Background: an optimization exercise with open tools, aiming at small area and a short achievable clock period. Do not read the settings as production practice.
Only simulation tests tie the RTL to the original design; equivalence was not proved.
Power figures rest on the tool's default switching activity, not on a simulated workload.

[constraint.sdc]
create_clock -name core_clock -period 7.0 [get_ports {clk}]
set_input_delay 1.4000 -clock core_clock [delete_from_list [all_inputs] [get_ports {clk}]]
set_output_delay 1.4000 -clock core_clock [all_outputs]
set_load 0.01 [all_outputs]
[config.mk]
export PLATFORM = sky130hd
export DESIGN_NAME = pipe_cpu
export DESIGN_NICKNAME = pipe_cpu
export VERILOG_FILES = /design/flow/design.v
export SDC_FILE = /design/flow/constraint.sdc
export NUM_CORES = 4
export LEC_CHECK = 0
export ABC_CLOCK_PERIOD_IN_PS = 3000
export CAP_MARGIN = 20
export CORE_MARGIN = 2
export CORE_UTILIZATION = 40
export SETUP_SLACK_MARGIN = 4.0
export SLEW_MARGIN = 20
[run.sh]
#!/bin/bash
# synth_recipe.tcl (not shown) runs the flow's synth.tcl, then flattens the netlist and writes it again
# the make line also repeats each setting of config.mk as NAME=value (left out here)
make -C /OpenROAD-flow-scripts/flow DESIGN_CONFIG=/design/flow/config.mk WORK_HOME=/design/flow/orfs CLKGATE_MAP_FILE= SYNTH_SCRIPT=/design/flow/synth_recipe.tcl finish
[design.v]
module pipe_cpu (
    input  wire        clk,
    input  wire        rst,
    output wire [31:0] imem_addr,
    input  wire [31:0] imem_rdata,
    input  wire        host_rf_we,
    input  wire [4:0]  host_rf_waddr,
    input  wire [31:0] host_rf_wdata,
    output wire        rf_we,
    output wire [4:0]  rf_waddr,
    output wire [31:0] rf_wdata,
    output wire [31:0] dmem_addr,
    output wire        dmem_re,
    output wire        dmem_we,
    output wire [31:0] dmem_wdata,
    input  wire [31:0] dmem_rdata,
    output wire [31:0] pc,
    output wire [31:0] ifid_instr,
    output wire [31:0] idex_instr,
    output wire [31:0] exmem_instr,
    output wire [31:0] memwb_instr
);
    localparam [5:0] OP_RTYPE = 6'h00;
    localparam [5:0] OP_J     = 6'h02;
    localparam [5:0] OP_BEQ   = 6'h04;
    localparam [5:0] OP_LW    = 6'h23;
    localparam [5:0] OP_SW    = 6'h2B;
    reg [31:2] pc_q;                  
    reg [31:0] ifid_q;
    reg [31:0] idex_q;
    reg [31:0] exmem_q;
    reg [31:0] memwb_q;
    reg [31:1] dsA_row, dsB_row;      
    reg        dsA_mw,  dsB_mw;       
    reg        dsA_ex,  dsB_ex;       
    reg        xA_ex, xA_mw, xA_rf;   
    reg        xB_ex, xB_mw, xB_rf, xB_imm;  
    reg        xS_ex, xS_mw, xS_rf;   
    reg        x_sub;                 
    reg [31:0] idex_a, idex_b;
    reg [31:0] exmem_alu;
    reg [31:0] exmem_sd;
    reg        exmem_re, exmem_we;
    reg        memwb_wr;
    reg [4:0]  memwb_rd;
    reg [31:0] memwb_val;
    wire        bank_we   = rst ? host_rf_we    : memwb_wr;
    wire [4:0]  bank_wa   = rst ? host_rf_waddr : memwb_rd;
    wire [31:0] bank_wd   = rst ? host_rf_wdata : memwb_val;
    wire [32*32-1:0] bank;
    assign bank[31:0] = 32'd0;
    genvar gi;
    generate
        for (gi = 1; gi < 32; gi = gi + 1) begin : row
            reg [31:0] q;
            always @(posedge clk)
                if (bank_we && bank_wa == gi) q <= bank_wd;
            assign bank[gi*32 +: 32] = q;
        end
    endgenerate
    function automatic [4:0] dest_of(input [31:0] w);
        dest_of = w[31] ? w[20:16] : w[15:11];
    endfunction
    function automatic writes_of(input [31:0] w);
        writes_of = (w[31:26] == OP_RTYPE) || (w[31:26] == OP_LW);
    endfunction
    wire [4:0] idex_dest  = dest_of(idex_q);
    wire       idex_wr    = writes_of(idex_q);
    wire [4:0] exmem_dest = dest_of(exmem_q);
    wire       exmem_wr   = writes_of(exmem_q);
    wire [4:0] f_rs = imem_rdata[25:21];
    wire [4:0] f_rt = imem_rdata[20:16];
    wire f_exA = idex_wr  && idex_dest  == f_rs && f_rs != 5'd0;
    wire f_exB = idex_wr  && idex_dest  == f_rt && f_rt != 5'd0;
    wire f_mwA = exmem_wr && exmem_dest == f_rs && f_rs != 5'd0;
    wire f_mwB = exmem_wr && exmem_dest == f_rt && f_rt != 5'd0;
    wire [31:0] f_rsHot = 32'd1 << f_rs;
    wire [31:0] f_rtHot = 32'd1 << f_rt;
    wire [5:0]  id_op = ifid_q[31:26];
    wire [4:0]  id_rs = ifid_q[25:21];
    wire [4:0]  id_rt = ifid_q[20:16];
    wire [5:0]  id_fn = ifid_q[5:0];
    reg [31:0] id_a, id_b;
    integer k;
    always @(*) begin
        id_a = ({32{dsA_mw}} & memwb_val) | ({32{dsA_ex}} & exmem_alu);
        id_b = ({32{dsB_mw}} & memwb_val) | ({32{dsB_ex}} & exmem_alu);
        for (k = 1; k < 32; k = k + 1) begin
            id_a = id_a | ({32{dsA_row[k]}} & bank[k*32 +: 32]);
            id_b = id_b | ({32{dsB_row[k]}} & bank[k*32 +: 32]);
        end
    end
    wire id_equal = (id_a == id_b);
    wire [31:2] id_pc4 = pc_q + 30'd1;
    wire [31:2] id_br  = pc_q + {{14{ifid_q[15]}}, ifid_q[15:0]} + 30'd1;
    wire [31:2] id_jmp = {id_pc4[31:28], ifid_q[25:0]};
    wire        id_isJ = (id_op == OP_J);
    wire        id_isB = (id_op == OP_BEQ);
    wire [31:2] id_seq = id_isJ ? id_jmp : id_pc4;
    wire [31:2] id_npc = (id_isB && id_equal) ? id_br : id_seq;
    wire d_exA = idex_wr && idex_dest == id_rs && id_rs != 5'd0;
    wire d_exB = idex_wr && idex_dest == id_rt && id_rt != 5'd0;
    wire d_mwA = dsA_ex;    
    wire d_mwB = dsB_ex;
    wire d_src = (id_op == OP_LW) || (id_op == OP_SW);
    wire d_sub = (id_op == OP_RTYPE) && (id_fn == 6'h22 || id_fn == 6'h2A);
    wire [31:0] ex_imm = {{16{idex_q[15]}}, idex_q[15:0]};
    wire [31:0] ex_a = ({32{xA_ex}} & exmem_alu) | ({32{xA_mw}} & memwb_val) |
                       ({32{xA_rf}} & idex_a);
    wire [31:0] ex_b = ({32{xB_ex}} & exmem_alu) | ({32{xB_mw}} & memwb_val) |
                       ({32{xB_rf}} & idex_b)    | ({32{xB_imm}} & ex_imm);
    wire [31:0] ex_sd = ({32{xS_ex}} & exmem_alu) | ({32{xS_mw}} & memwb_val) |
                        ({32{xS_rf}} & idex_b);
    wire [32:0] ex_sum = {1'b0, ex_a} + {1'b0, ex_b ^ {32{x_sub}}} + {32'd0, x_sub};
    wire        ex_lt  = ~ex_sum[32];
    wire [5:0] ex_op = idex_q[31:26];
    wire [5:0] ex_fn = idex_q[5:0];
    wire ex_rt   = (ex_op == OP_RTYPE);
    wire ex_mem  = ex_op[5];    
    wire ex_selS = ex_mem || (ex_rt && (ex_fn == 6'h20 || ex_fn == 6'h22));
    wire ex_selA = ex_rt && ex_fn == 6'h24;
    wire ex_selO = ex_rt && ex_fn == 6'h25;
    wire ex_selL = ex_rt && ex_fn == 6'h2A;
    wire [31:0] ex_res = ({32{ex_selS}} & ex_sum[31:0]) |
                         ({32{ex_selA}} & (ex_a & ex_b)) |
                         ({32{ex_selO}} & (ex_a | ex_b)) |
                         {31'd0, ex_selL & ex_lt};
    assign dmem_addr  = exmem_alu;
    assign dmem_re    = exmem_re;
    assign dmem_we    = exmem_we;
    assign dmem_wdata = exmem_sd;
    wire [31:0] mem_val = exmem_re ? dmem_rdata : exmem_alu;
    assign rf_we    = memwb_wr;
    assign rf_waddr = memwb_rd;
    assign rf_wdata = memwb_val;
    assign pc          = {pc_q, 2'b00};
    assign imem_addr   = {pc_q, 2'b00};
    assign ifid_instr  = ifid_q;
    assign idex_instr  = idex_q;
    assign exmem_instr = exmem_q;
    assign memwb_instr = memwb_q;
    always @(posedge clk) begin
        dsA_row   <= f_rsHot[31:1] & {31{~f_exA & ~f_mwA}};
        dsB_row   <= f_rtHot[31:1] & {31{~f_exB & ~f_mwB}};
        dsA_mw    <= f_mwA & ~f_exA;
        dsB_mw    <= f_mwB & ~f_exB;
        dsA_ex    <= f_exA;
        dsB_ex    <= f_exB;
        idex_a    <= id_a;
        idex_b    <= id_b;
        xA_ex     <= d_exA;
        xA_mw     <= d_mwA & ~d_exA;
        xA_rf     <= ~d_mwA & ~d_exA;
        xB_ex     <= d_exB & ~d_src;
        xB_mw     <= d_mwB & ~d_exB & ~d_src;
        xB_rf     <= ~d_mwB & ~d_exB & ~d_src;
        xB_imm    <= d_src;
        xS_ex     <= d_exB;
        xS_mw     <= d_mwB & ~d_exB;
        xS_rf     <= ~d_mwB & ~d_exB;
        x_sub     <= d_sub;
        exmem_alu <= ex_res;
        exmem_sd  <= ex_sd;
        memwb_val <= mem_val;
        memwb_rd  <= exmem_dest;
    end
    always @(posedge clk) begin
        if (rst) begin
            pc_q     <= 30'd0;
            ifid_q   <= 32'd0;
            idex_q   <= 32'd0;
            exmem_q  <= 32'd0;
            memwb_q  <= 32'd0;
            exmem_re <= 1'b0;
            exmem_we <= 1'b0;
            memwb_wr <= 1'b0;
        end else begin
            pc_q     <= id_npc;
            ifid_q   <= imem_rdata;
            idex_q   <= ifid_q;
            exmem_q  <= idex_q;
            memwb_q  <= exmem_q;
            exmem_re <= (idex_q[31:26] == OP_LW);
            exmem_we <= (idex_q[31:26] == OP_SW);
            memwb_wr <= exmem_wr;
        end
    end
endmodule
==> qor.csv, run 1 <==
metric,value,unit
outcome,timing/DRC/antenna clean,
vdd_drop_max,0.242,mV
grt_first_pass_wirelength,421,mm
ys_warn_count,1,
wl_met2,128,mm
worstRegToRegCells,12,
core_area,147000,µm²
synth_edf_count,992,
hold_path_end,exmem_q[20],
drtIter0Drc,11600,
r2r_slack,3.06,ns
viasPerCell,7.35,
crit_path_max_incr_delay,0.44,ns
cp-start-kind,flop,
grt_max_degree,83,
grt_overflow,0,
finalPower,21.0,mW
ys.flop_type,edfxtp_1,
holdPathStages,1,
hold_class,reg2reg,
switching_power,5.74,mW
final_cells,7293,
dpl_cell_area,66100,µm²
slew_headroom,26.8,%
critPathMostFrequentCell,nand4_1,
gp_congestion,1.02,
min_period,3.94,ns
pwr-share-clk,39.6,%
post-place-cells,6651,
leakage,28.5,nW
crit_start,dsB_row[30],
synth_area,59300,µm²
clkTransAtPathRegs,0.07,ns
cts_sinks,1395,
io_pins,400,
firstDrtPassIters,20,
finalSetupTns,0,ns
hold_viol,0,
die-area,151000,µm²
fin_skew,0.0486,ns
ys_seq_elements,1395,
path_class,reg2reg,
p_comb_share,14.3,%
crit_fanout,22,
design_area,77100,µm²
worstHoldStart,idex_q[20],
final_core_util,52.3,%
p_seq_share,46.1,%
rsz0062_at_grt,yes,
drive_gt1_share,24.5,%
yosysUniqueCellTypes,68,
r2r-end,pc_q[31],
worst_ep_arrival_time,4.61,ns
min_period_over_period,56.3,%
tightest_slew,1.10,ns
netlist_instances,4506,
dpl.hpwl,188,mm
nets,5390,
vias,53600,
wl_met3,56.0,mm
wl_met1,106,mm
grt_pass1_vias,49500,
area_delta_synth_final,30.1,%
cap_violations,0,
swShare,27.3,%
async_flop_share,0,%
required,7.67,ns
rows,141,
die_w,389,µm
setup_violations,0,
powerDensity,272,nW/µm²
seq_area_frac_synth,63.9,%
wl_per_cell,43.7,µm
die-height,389,µm
cts_root_buf,clkbuf_16,
postRouteAntennaNets,0,
numCtsBuffers,151,
grt_usage,40.5,%
path_cells,"buf_12, a22o_1, a221oi_1, nand4_1, nor3_1, nand2_1, xnor2_2, nand4_1, nor4_4, buf_8, mux2i_1, mux2_1",
clock_latency,0.82,ns
rr_startpoint,dsB_row[30],
cp_slowest_cell,dfxtp_4,
max_freq,0.254,GHz
clockBufferDepth,3,
initial_core_util,40.2,%
endpoint_kind,flop,
drv_slew,0,
routed_wl,319,mm
antenna_found_initial,17,
routed.top_layer,met5,
htreeDepth,4,
drc_errors,0,
p_int,15.3,mW
io_buffers,395,
cts_tree,yes,
syn_area_per_cell,13.2,µm²
## Yosys cell counts (all sizes together), types with 15 or more instances
master,n,area share (%)
nand3,110,0.93
dfxtp,403,14
nor2,172,1.1
o21ai,49,0.41
a211o,26,0.38
a221oi,315,4.7
ha,61,1.3
inv,72,0.46
nand2b,19,0.20
a22oi,413,5.2
mux2,70,1.3
edfxtp,992,50
or3,73,0.77
buf,105,1.0
nand4,144,1.5
and3,15,0.16
xnor2,55,0.81
xor2,105,1.6
a21o,33,0.42
a21oi,86,0.73
a222oi,96,1.6
nand2,209,1.3
a22o,320,4.7
nor3,35,0.30
maj3,31,0.52
clkbuf,231,1.5
nor4,15,0.17
nor2b,138,1.5
## power groups by stage
stage | clock [mW] | combinational (mW) | sequential [mW]
after CTS | 8.29 | 2.70 | 9.62
after floorplan | 0 | 1.26 | 9.59
after global routing | 8.64 | 3.10 | 9.66
final | 8.32 | 3.00 | 9.67
after detailed placement | 0 | 2.23 | 9.89
after global placement | 0 | 2.22 | 9.90
## sequential cells by signal, indices dropped and copies added (netlist names), 5 cells and up
register,cells
memwb_rd,5
idex_b,32
memwb_val,32
ifid_q,32
exmem_q,32
dsB_row,31
dsA_row,31
idex_a,32
pc_q,30
idex_q,32
exmem_alu,32
exmem_sd,32
row.q,992
memwb_q,32
## worst max-delay path: cells and delay by family, from the launching register on
| family | cells | cell delay, ns |
|---|---|---|
| and+or+nand+nor | 5 | 1.40 |
| muxes | 2 | 0.55 |
| AOI/OAI and AO/OA | 2 | 0.54 |
| DFF | 1 | 0.44 |
| buffers and inverters | 2 | 0.43 |
| xor gates and xnor gates | 1 | 0.33 |
## final cells by class
class / count / area [µm²]
Antenna cell: 16 / 40.0
Clock buffer: 208 / 4280
Clock inverter: 69 / 808
Fill cell: 12400 / 70400
Inverter: 72 / 273
Multi-Input combinational cell: 2707 / 21400
Sequential cell: 1395 / 38500
Tap cell: 1930 / 2410
Timing Repair Buffer: 896 / 9390
## metrics by stage
step	hold WS (ns)	setup WS, ns
finish	0.457	3.06
CTS	0.455	3.33
global placement	0.450	1.77
global route	0.478	3.13
detailed placement	0.453	2.34
floorplan	0.437	3.76
## placed cells by master, fill, tap and decap left out, types with 33 or more instances in the layout
cell type / n
inv_1: 70
a222oi_1: 96
nand3_1: 107
xor2_1: 92
a21oi_1: 59
buf_6: 114
clkbuf_1: 35
buf_4: 275
mux2_2: 69
dfxtp_4: 156
or3_1: 36
dfxtp_1: 194
a22o_1: 320
dfxtp_2: 53
nor2_1: 131
a221oi_2: 39
edfxtp_1: 992
xnor2_1: 52
ha_1: 51
nor2b_1: 138
buf_12: 81
nor2_4: 35
a22oi_1: 397
a221oi_1: 276
clkdlybuf4s50_1: 95
nand2_1: 190
nand4_1: 144
or3_4: 37
dlygate4sd2_1: 255
clkbuf_16: 159
a21o_1: 33
## layer usage
layer  up-vias  track usage, %
met5         -            1.34
met4        28            25.1
met3      1868            21.6
met2      5871            57.4
met1     26100            47.8
li1      19800               -
## cell families after synthesis
group,synth area share [%]
other,0.00633
adders and majority gates,1.88
muxes,1.50
xor gates and xnor gates,2.36
DFF,63.9
buffers and inverters,2.95
AOI/OAI and AO/OA,19.1
and+or+nand+nor,8.33
## how the worst max path moves through the flow
| stage | endpoint | cells after the start |
|---|---|---|
| 2_1_floorplan | exmem_alu[28] | 16 |
| 3_3_place_gp | pc_q[2] | 12 |
| 3_5_place_dp | row[10].q[25] | 4 |
| 4_1_cts | pc_q[31] | 13 |
| 5_1_grt | exmem_alu[0] | 17 |
| 6_report | pc_q[31] | 12 |
## repair_timing
action | in CTS | in global routing
setup buffers | 287 | 45
gates cloned | 14 | 2
resized for setup | 1058 | 128
pin swaps | 105 | 75
setup endpoints to repair | 1316 | 248
hold buffers | 0 | 0
==> run 2: changes to the inputs <==
--- a/config.mk
+++ b/config.mk
@@ -5,9 +5,7 @@
 export SDC_FILE = /design/flow/constraint.sdc
 export NUM_CORES = 4
 export LEC_CHECK = 0
-export ABC_CLOCK_PERIOD_IN_PS = 3000
 export CAP_MARGIN = 20
 export CORE_MARGIN = 2
 export CORE_UTILIZATION = 40
-export SETUP_SLACK_MARGIN = 4.0
 export SLEW_MARGIN = 20
==> run 2 against run 1 <==
Compared with the run above:
- still clean
- final cell count fell by 4.7%
- global-route usage fell by 2.6 points
- sequential cell count did not move
- routed wire length fell by 6.9%
- register-to-register slack got worse by 1.8 ns
- hold slack improved by 0.0069 ns
- sequential share of layout area rose by 3.7 points
- critical path type unchanged
==> qor.csv, run 2 <==
metric,value,unit,change
cap_violations,0,,unchanged
wl_per_cell,42.7,µm,-2.3%
synth_area,59300,µm²,unchanged
largest_reg_flops,992,,unchanged
critPathMostFrequentCell,buf_4,,
design_area,70900,µm²,-8.0%
fin_skew,0.0400,ns,-0.00865 ns
crit_path_max_incr_delay,1.16,ns,+0.72 ns
crit_fanout,28,,+27%
powerDensity,285,nW/µm²,+4.6%
leakage,24.6,nW,-14%
largest-register,row.q,,
tightest_slew,1.25,ns,+0.153 ns
cts-hold-fix-buffers,0,,unchanged
worstRegToRegCells,12,,unchanged
slew_headroom,16.6,%,-10 points
cts_sinks,1395,,unchanged
grt_max_degree,79,,-4.8%
postRouteAntennaNets,0,,unchanged
postCtsResizedCells,0,,-100%
grt_usage,37.9,%,-2.6 points
final_common_cell,edfxtp_1,,
firstDrtPassIters,14,,-30%
area_delta_synth_final,19.6,%,
setup_violations,0,,unchanged
drv_slew,0,,unchanged
async_flop_share,0,%,unchanged
dpl_cell_area,65800,µm²,-0.49%
cp.depth,12,,unchanged
synth_most_common_cell,edfxtp_1,,
io_buffers,395,,unchanged
die-area,151000,µm²,unchanged
netlist.area_leader.share,50.3,%,unchanged
rr_startpoint,dsA_mw,,
syn_area_per_cell,13.2,µm²,unchanged
routed_wl,297,mm,-6.9%
yosysUniqueCellTypes,68,,unchanged
io_pins,400,,unchanged
drtIter0Drc,10900,,-5.4%
vdd_drop_max,0.305,mV,+26%
clock_latency,0.83,ns,about the same
endpoint_kind,flop,,
ys.flop_type,edfxtp_1,,
initial_core_util,40.2,%,unchanged
cp_slowest_cell,dfxtp_2,,
grt_pass1_vias,47600,,-3.8%
core_area,147000,µm²,unchanged
clockBufferDepth,3,,unchanged
rsz0062_at_grt,no,,
path_class,reg2reg,,
die_w,389,µm,unchanged
clkTransAtPathRegs,0.06,ns,about the same
ys_warn_count,1,,unchanged
crit_buf_inv,3,,+1
hold_viol,0,,unchanged
hold_class,reg2reg,,
crit_family,simple AND/OR/NAND/NOR gates,,
crit_end,pc_q[12],,
outcome,timing/DRC/antenna clean,,
seq_area_frac_synth,63.9,%,unchanged
min_period,5.77,ns,+1.83 ns
ys_top_cells_by_area,"edfxtp_1 (50%), dfxtp_1 (14%), a22oi_1 (5.2%)",,
dpl.hpwl,180,mm,-4.0%
min_period_over_period,82.4,%,+26 points
setup_slack,1.23,ns,-1.83 ns
cts_root_buf,clkbuf_16,,
htreeDepth,4,,unchanged
netlist_instances,4506,,unchanged
viasPerCell,7.39,,+0.59%
antenna_found_initial,25,,+8
nets,5037,,-6.5%
r2r_slack,1.23,ns,-1.83 ns
r2r-end,pc_q[12],,
pre_cts_slack,1.78,ns,-0.554 ns
finalSetupTns,0,ns,unchanged
worst_ep_arrival_time,6.42,ns,+1.81 ns
synth_top_area_cell,edfxtp_1,,
cts_tree,yes,,
required,7.66,ns,about the same
max_freq,0.173,GHz,-32%
crit_start,dsA_mw,,
synth_edf_count,992,,unchanged
numCtsBuffers,150,,-0.66%
drive_gt1_share,11.5,%,-13 points
cts_setup_buffers,0,,-100%
ys_seq_elements,1395,,unchanged
rows,141,,unchanged
path_cells,"buf_4, a221oi_1, nand4_1, or3_1, xor2_1, nor4_1, nand3_1, nor4_4, buf_4, buf_4, a211o_1, a21oi_1",,
layout_common_cells,"edfxtp_1 (992), a22oi_1 (413), clkdlybuf4s50_1 (394)",,
die-height,389,µm,unchanged
drc_errors,0,,unchanged
cp-start-kind,flop,,
synthTopCellsByCount,"edfxtp_1 (992), a22oi_1 (413), dfxtp_1 (403)",,
gp_congestion,1.02,,-0.66%
vias,51400,,-4.1%
grt_first_pass_wirelength,396,mm,-6.1%
grt_overflow,0,,unchanged
==> run 2: cell counts after synthesis <==
Identical to the previous run, type by type.
==> run 2: power by group <==
part	internal (mW)	leakage [nW]	total [mW]	switching (mW)
logic	0.867	9.76	2.28	1.42
registers	9.19	12.4	9.76	0.569
clock network	4.64	2.43	8.15	3.51
total	14.7	24.6	20.2	5.50
==> run 2: worst min path at each step <==
stage / from / to / slack [ns] / cells past startpoint
detailed placement: exmem_q[6] / memwb_q[6] / 0.46 / 1
CTS: exmem_q[3] / memwb_q[3] / 0.47 / 1
finish: idex_q[24] / exmem_q[24] / 0.46 / 1
floorplan: idex_b[0] / exmem_sd[0] / 0.44 / 2
global placement: exmem_q[4] / memwb_q[4] / 0.45 / 1
global route: exmem_q[6] / memwb_q[6] / 0.48 / 1
==> run 2: logic make-up (layout without fill, tap and decap cells) <==
family	Yosys count	in the layout	share of synthesized area, %
AO/OA/AOI/OAI	1406	1406	19.1
flip-flops	1395	1395	63.9
AND/OR/NAND/NOR	962	962	8.33
buffers and inverters	408	894	2.95
XOR/XNOR	160	160	2.36
adder cells (fa/ha/maj)	94	94	1.88
multiplexers	80	80	1.50
other	1	31	0.00633
==> run 2: layer usage <==
| layer | global-route usage [%] | share of wire (%) | wire length [µm] |
|---|---|---|---|
| met1 | 45.1 | 33 | 97900 |
| met2 | 53.7 | 40 | 119000 |
| met3 | 19.4 | 18 | 53200 |
| met4 | 23.3 | 8.6 | 25400 |
| met5 | 3.35 | 0.32 | 952 |
==> run 2: cell type report <==
| type | count | area [µm²] |
|---|---|---|
| inverter | 72 | 270 |
| multi-input combinational | 2706 | 20000 |
| clock inverter | 79 | 763 |
| sequential | 1395 | 38000 |
| fill | 12800 | 76600 |
| antenna | 27 | 67.6 |
| timing repair buffer | 545 | 5190 |
| tap | 1930 | 2410 |
| clock buffer | 198 | 4210 |
==> run 2: per-stage QoR <==
step / hold WS [ns] / std cells / utilization [%] / power [mW]
after global routing: 0.479 / 6927 / 48.0 / 20.6
after floorplan: 0.437 / 4509 / - / 10.8
final: 0.464 / 6952 / 48.1 / 20.2
after detailed placement: 0.455 / 6646 / 44.6 / 12.1
after global placement: 0.449 / 6643 / 44.6 / 12.1
after CTS: 0.467 / 6923 / 48.0 / 20.0

## port drivers added, routing unchanged
The results above use ideal ports. As a check the final layouts listed here were re-extracted and re-timed, cells and wires unchanged. Step 1 assumes that a clkbuf_16 drives the clock port and a buf_2 every other input. Step 2 moves the port delays by t, midway between the first and last clock arrival at a register: inputs arrive t later, outputs are due t later. That takes back most of the time a late clock gives input paths. a / b / c = ideal ports / drivers / drivers and shift; a / b = the first two.
run | t (ns) | setup WS [ns] | worst setup path at the end | worst register clock-pin slew, ns | worst slew at a driven data input, ns
run 1 | 0.879 | 3.060 / 3.060 / 3.040 | input to register | 0.07 / 0.07 | 0.10
run 2 | 0.899 | 1.235 / 1.235 / 1.235 | register to register | 0.07 / 0.07 | 0.09
After both steps every run listed still meets setup and hold. For run 1, which loses most, drivers alone change the setup slack by 0.000 ns; drivers and shift together by -0.020 ns.
